Context: an optimization exercise on an open-source flow, tuned for small area, a short achievable clock period and few clock cycles. The choices shown serve that exercise and are no tape-out recipe. No activity file was given, so power comes from the tool's default toggle rates.

==> flow/design.v <==
module cic_checksum (
    input  wire        clk,
    input  wire        rst,           
    input  wire [2:0]  reg_raddr,
    output reg  [31:0] reg_rdata,
    input  wire        reg_we,
    input  wire [2:0]  reg_waddr,
    input  wire [31:0] reg_wdata,
    output wire        mem_req,
    output wire [18:0] mem_addr,
    input  wire [31:0] mem_rdata
);
    localparam [31:0] POLY      = 32'hEDB8_8320;
    localparam [31:0] FP_6101   = 32'h6170_A4A1;
    localparam [31:0] FP_6102   = 32'h90BB_6CB5;
    localparam [31:0] FP_6103   = 32'h0B05_0EE0;
    localparam [31:0] FP_6106   = 32'hACC8_580A;
    localparam [31:0] SEED_6101 = 32'hF8CA_4DDC;    
    localparam [31:0] SEED_6103 = 32'hA388_6759;
    localparam [31:0] SEED_6105 = 32'hDF26_F436;
    localparam [31:0] SEED_6106 = 32'h1FEA_617A;
    function [32:0] add32;
        input [31:0] a, b;
        input        ce;
        reg   [31:0] g, p, p0;
        integer l, i, j;
        begin
            g  = a & b & {32{ce}};
            p0 = a ^ b;
            p  = p0;
            for (l = 0; l < 5; l = l + 1)
                for (i = 0; i < 32; i = i + 1)
                    if (((i >> l) & 1) == 1) begin
                        j = ((i >> l) << l) - 1;
                        g[i] = g[i] | (p[i] & g[j]);
                        p[i] = p[i] & p[j];
                    end
            add32 = {g[31], p0 ^ {g[30:0], 1'b0}};
        end
    endfunction
    function [8:0] inc8;
        input [7:0] a;
        input       c;
        reg   [8:0] q;
        integer i;
        begin
            q[0] = c;
            for (i = 1; i < 9; i = i + 1)
                q[i] = q[i-1] & a[i-1];
            inc8 = {q[8], a ^ q[7:0]};
        end
    endfunction
    function gt32;
        input [31:0] a, b;
        reg   [31:0] g, e;
        integer l, i;
        begin
            g = a & ~b;
            e = ~(a ^ b);
            for (l = 0; l < 5; l = l + 1)
                for (i = 0; i < 32; i = i + 1)
                    if (i % (2 << l) == 0) begin
                        g[i] = g[i + (1 << l)] | (e[i + (1 << l)] & g[i]);
                        e[i] = e[i + (1 << l)] & e[i];
                    end
            gt32 = g[0];
        end
    endfunction
    localparam [3:0] S_IDLE = 4'd0, S_CRC = 4'd1, S_VID = 4'd2, S_INIT = 4'd3,
                     S_MIX  = 4'd4, S_DRAIN = 4'd5, S_W1I = 4'd6, S_W1L = 4'd7,
                     S_W1E  = 4'd8, S_C0 = 4'd9, S_C1 = 4'd10, S_W0L = 4'd11,
                     S_END  = 4'd12;
    reg  [3:0]  state;
    reg  [18:0] cnt;           
    reg  [1:0]  sub;           
    reg         aux_ph;        
    reg  [4:0]  step;          
    reg         mb;            
    reg         en6;           
    reg         q1_crc, q2_crc;
    reg  [1:0]  q1_sub, q2_sub;
    reg         q1_main, q2_main, q3_main;
    reg  [31:0] d, d2;
    reg  [31:0] r;             
    reg         c6;            
    reg  [2:0]  c4;            
    reg  [31:0] t1, t2, t3, t4, t5, t6;
    reg  [31:0] fp;            
    reg  [2:0]  variant;
    reg  [31:0] buf_len;
    reg         st_busy, st_done, st_short;
    wire v5 = (variant == 3'd5);
    wire v3 = (variant == 3'd3);
    wire v6 = (variant == 3'd6);
    wire [31:0] status = {27'd0, 1'b0, st_done & st_short, st_done & ~st_short, st_done, st_busy};
    always @(*) begin
        case (reg_raddr)
            3'd1:    reg_rdata = status;
            3'd2:    reg_rdata = buf_len;
            3'd3:    reg_rdata = t6;
            3'd4:    reg_rdata = t1;
            3'd5:    reg_rdata = fp;
            3'd6:    reg_rdata = {29'd0, variant};
            default: reg_rdata = 32'd0;
        endcase
    end
    wire start = reg_we && (reg_waddr == 3'd0) && (reg_wdata == 32'h0000_0001) && !st_busy;
    wire len_ok = (buf_len[31:21] != 11'd0) || (buf_len[20] && buf_len[19:12] != 8'd0);
    wire req_crc  = (state == S_CRC);
    wire req_mix  = (state == S_MIX);
    assign mem_req  = req_crc | req_mix;
    assign mem_addr = (req_mix && aux_ph) ? (19'h001D4 + {13'd0, cnt[5:0]}) : cnt;
    wire req_main = req_mix && !aux_ph;
    wire mix_last = (cnt == 19'h403FF) && (v5 ? aux_ph : 1'b1);
    wire [18:0] cnt_inc = cnt + 19'd1;
    reg [7:0] crc_byte;
    always @(*) begin
        case (q2_sub)
            2'd0: crc_byte = d[31:24];
            2'd1: crc_byte = d[23:16];
            2'd2: crc_byte = d[15:8];
            default: crc_byte = d[7:0];
        endcase
    end
    wire [31:0] crc_acc = ~fp;
    reg  [31:0] crc_tab;
    integer k;
    always @(*) begin
        crc_tab = {24'd0, crc_acc[7:0] ^ crc_byte};
        for (k = 0; k < 8; k = k + 1)
            crc_tab = crc_tab[0] ? ((crc_tab >> 1) ^ POLY) : (crc_tab >> 1);
    end
    wire [31:0] crc_next = ~((crc_acc >> 8) ^ crc_tab);
    reg [2:0] ident;
    always @(*) begin
        if      (fp == FP_6101) ident = 3'd1;
        else if (fp == FP_6102) ident = 3'd2;
        else if (fp == FP_6103) ident = 3'd3;
        else if (fp == FP_6106) ident = 3'd6;
        else                    ident = 3'd5;
    end
    reg [31:0] seed;
    always @(*) begin
        case (variant)
            3'd1, 3'd2: seed = SEED_6101;
            3'd3:       seed = SEED_6103;
            3'd6:       seed = SEED_6106;
            default:    seed = SEED_6105;
        endcase
    end
    wire in_c1  = (state == S_C1);
    wire in_w0l = (state == S_W0L);
    wire ce     = !(in_c1 && !v3);                  
    wire [31:0] dz = d & {32{en6}};
    wire [4:0]  step_nx = (state == S_W1L || state == S_W0L) ? step + 5'd1 : step;
    wire [32:0] s6 = add32(t6, dz, ce);
    wire [63:0] m_dbl = {mem_rdata, mem_rdata};
    wire [31:0] m_rot = m_dbl[63 - mem_rdata[4:0] -: 32];
    wire [32:0] s5 = add32(t5, r & {32{q2_main}}, 1'b1);
    wire        gt = gt32(t2, d);
    wire [31:0] t2_term = (gt ? r : (s6[31:0] ^ dz)) & {32{q2_main}};
    wire x_d  = (q3_main && v5) || (state == S_W1L && mb);
    wire x_t5 = (q3_main && !v5) || in_c1;
    wire [31:0] x  = (d & {32{x_d}}) | (t5 & {32{x_t5}});
    wire [32:0] s1 = add32(t1, x ^ d2, ce);
    always @(posedge clk) begin
        case (state)
            S_W1I:        d <= t2;
            S_C0:         d <= v6 ? t6 : (t6 ^ t4);
            S_W1L, S_W0L: d <= {d[30:0], 1'b0};
            default:      d <= mem_rdata;
        endcase
        r  <= m_rot;
        c6 <= s6[32] & q2_main;
        d2 <= d & {32{q2_main || (state == S_C0 && !v6)}};
        mb  <= (state == S_W1I || state == S_W1L) ? t5[step_nx] : t4[step_nx];
        en6 <= q1_main || (state == S_C0 && !v6) ||
               ((state == S_C0 || (state == S_W0L && step != 5'd31)) && t4[step_nx]);
        q1_crc  <= req_crc;
        q1_sub  <= sub;
        q1_main <= req_main;
        q2_crc  <= q1_crc;
        q2_sub  <= q1_sub;
        q2_main <= q1_main;
        q3_main <= q2_main;
        if (q2_crc)
            fp <= crc_next;
        if (state == S_INIT) begin
            t1 <= seed; t2 <= seed; t3 <= seed;
            t4 <= seed; t5 <= seed; t6 <= seed;
            c4 <= 3'd0;
        end else begin
            t6 <= (state == S_C0) ? t3 : s6[31:0];
            {c4[0], t4[7:0]}   <= inc8(t4[7:0],   c6);
            {c4[1], t4[15:8]}  <= inc8(t4[15:8],  c4[0]);
            {c4[2], t4[23:16]} <= inc8(t4[23:16], c4[1]);
            t4[31:24]          <= inc8(t4[31:24], c4[2]);
            t3 <= t3 ^ dz;
            t5 <= s5[31:0];
            t2 <= t2 ^ t2_term;
            t1 <= s1[31:0];
        end
        if (rst) begin
            state    <= S_IDLE;
            st_busy  <= 1'b0;
            st_done  <= 1'b0;
            st_short <= 1'b0;
            buf_len  <= 32'd0;
            q1_crc   <= 1'b0;
            q2_crc   <= 1'b0;
            q1_main  <= 1'b0;
            q2_main  <= 1'b0;
            q3_main  <= 1'b0;
        end else begin
            if (reg_we && !st_busy && reg_waddr == 3'd2)
                buf_len <= reg_wdata;
            case (state)
                S_IDLE: begin
                    if (start) begin
                        st_done  <= !len_ok;
                        st_short <= !len_ok;
                        st_busy  <= len_ok;
                        if (len_ok) state <= S_CRC;
                        cnt <= 19'h00010;
                        sub <= 2'd0;
                    end
                end
                S_CRC: begin
                    if (cnt == 19'h00010 && sub == 2'd0) fp <= 32'd0;
                    sub <= sub + 2'd1;
                    if (sub == 2'd3) begin
                        cnt <= cnt_inc;
                        if (cnt == 19'h003FF) state <= S_VID;
                    end
                end
                S_VID: begin
                    if (!q1_crc && !q2_crc) begin
                        variant <= ident;
                        state   <= S_INIT;
                    end
                end
                S_INIT: begin
                    cnt    <= 19'h00400;
                    aux_ph <= 1'b0;
                    state  <= S_MIX;
                end
                S_MIX: begin
                    if (mix_last) state <= S_DRAIN;
                    if (v5) begin
                        aux_ph <= ~aux_ph;
                        if (aux_ph) cnt <= cnt_inc;
                    end else begin
                        cnt <= cnt_inc;
                    end
                end
                S_DRAIN: begin
                    step <= 5'd0;
                    if (!(q1_main || q2_main || q3_main || c6 || c4 != 3'd0))
                        state <= S_W1I;
                end
                S_W1I: state <= v6 ? S_W1L : S_C0;
                S_W1L: begin
                    step <= step + 5'd1;
                    if (step == 5'd31) state <= S_C0;
                end
                S_C0: state <= v6 ? S_W0L : S_C1;
                S_C1: state <= S_END;
                S_W0L: begin
                    step <= step + 5'd1;
                    if (step == 5'd31) state <= S_END;
                end
                S_END: begin
                    st_busy  <= 1'b0;
                    st_done  <= 1'b1;
                    st_short <= 1'b0;
                    state    <= S_IDLE;
                end
                default: state <= S_IDLE;
            endcase
        end
    end
endmodule
clock: 10.0 ns
lec_check: 0
cap_margin: 20
core_margin: 2
core_utilization: 40
cts_cluster_diameter: 100
cts_cluster_size: 24
setup_slack_margin: 5
slew_margin: 20
standard.sh (not shown) runs the stock make flow with config.mk's settings and CLKGATE_MAP_FILE= SYNTH_SCRIPT=/design/flow/synth_recipe.tcl, a recipe that flattens the netlist after the stock synthesis.
==> flow/flow/run.sh <==
#!/bin/bash
# Standard layout, except that the port buffers buffer_ports inserts are
# sky130_fd_sc_hd__buf_1 instead of the delay-cell buffer it picks by default,
# and the fanout buffers ABC inserted are removed at floorplan (the resizer
# buffers what still needs it).
set -euo pipefail
export BUFFER_PORTS_ARGS="-buffer_cell sky130_fd_sc_hd__buf_1"
export REMOVE_ABC_BUFFERS=1
bash standard.sh > standard_flow.log 2>&1
Next try:
- SETUP_SLACK_MARGIN: 5 -> 4.9
After rerunning: The changed run finished with timing, DRC and antenna clean. Setup slack degrades by 0.053 ns. Sequential share of layout area is higher by 0.68 points. Maximum frequency is lower by 1.0%. Utilization drops by 1.0 points. Total power shrinks by 1.1%. Design area came out lower by 2.3%. Via count shrinks by 0.70%.
Function was not checked in any run of this note: the RTL went through the layout flow alone.

port drivers added, routing unchanged:
How much do the figures lean on ideal ports? The routed layouts below were timed once more, with nothing changed but the port constraints.
Step 1: set_driving_cell puts a clkbuf_16 on clk and a buf_2 on each other input, an assumption about the parent block.
Step 2 adds t to the input delays and takes it off the output delays; t is the mean of the earliest and latest rising clock arrival at the registers after step 1. Input paths then give back, and output paths get back, about the clock's delay inside the block.
a / b / c = ideal ports / drivers / drivers and shift; a / b = the first two.
run	t (ns)	setup slack, ns	hold slack, ns	worst register clock-pin slew, ns	pins driven straight from the clock port
the first run	0.624	4.972 / 4.847 / 4.818	0.360 / 0.360 / 0.360	0.11 / 0.11	1
the second run	0.620	4.919 / 4.836 / 4.688	0.361 / 0.361 / 0.361	0.11 / 0.11	1
After both steps setup and hold are still met in every run listed. The setup slack of the second run, which loses most, moves by -0.083 ns with the drivers and by -0.231 ns with both steps.
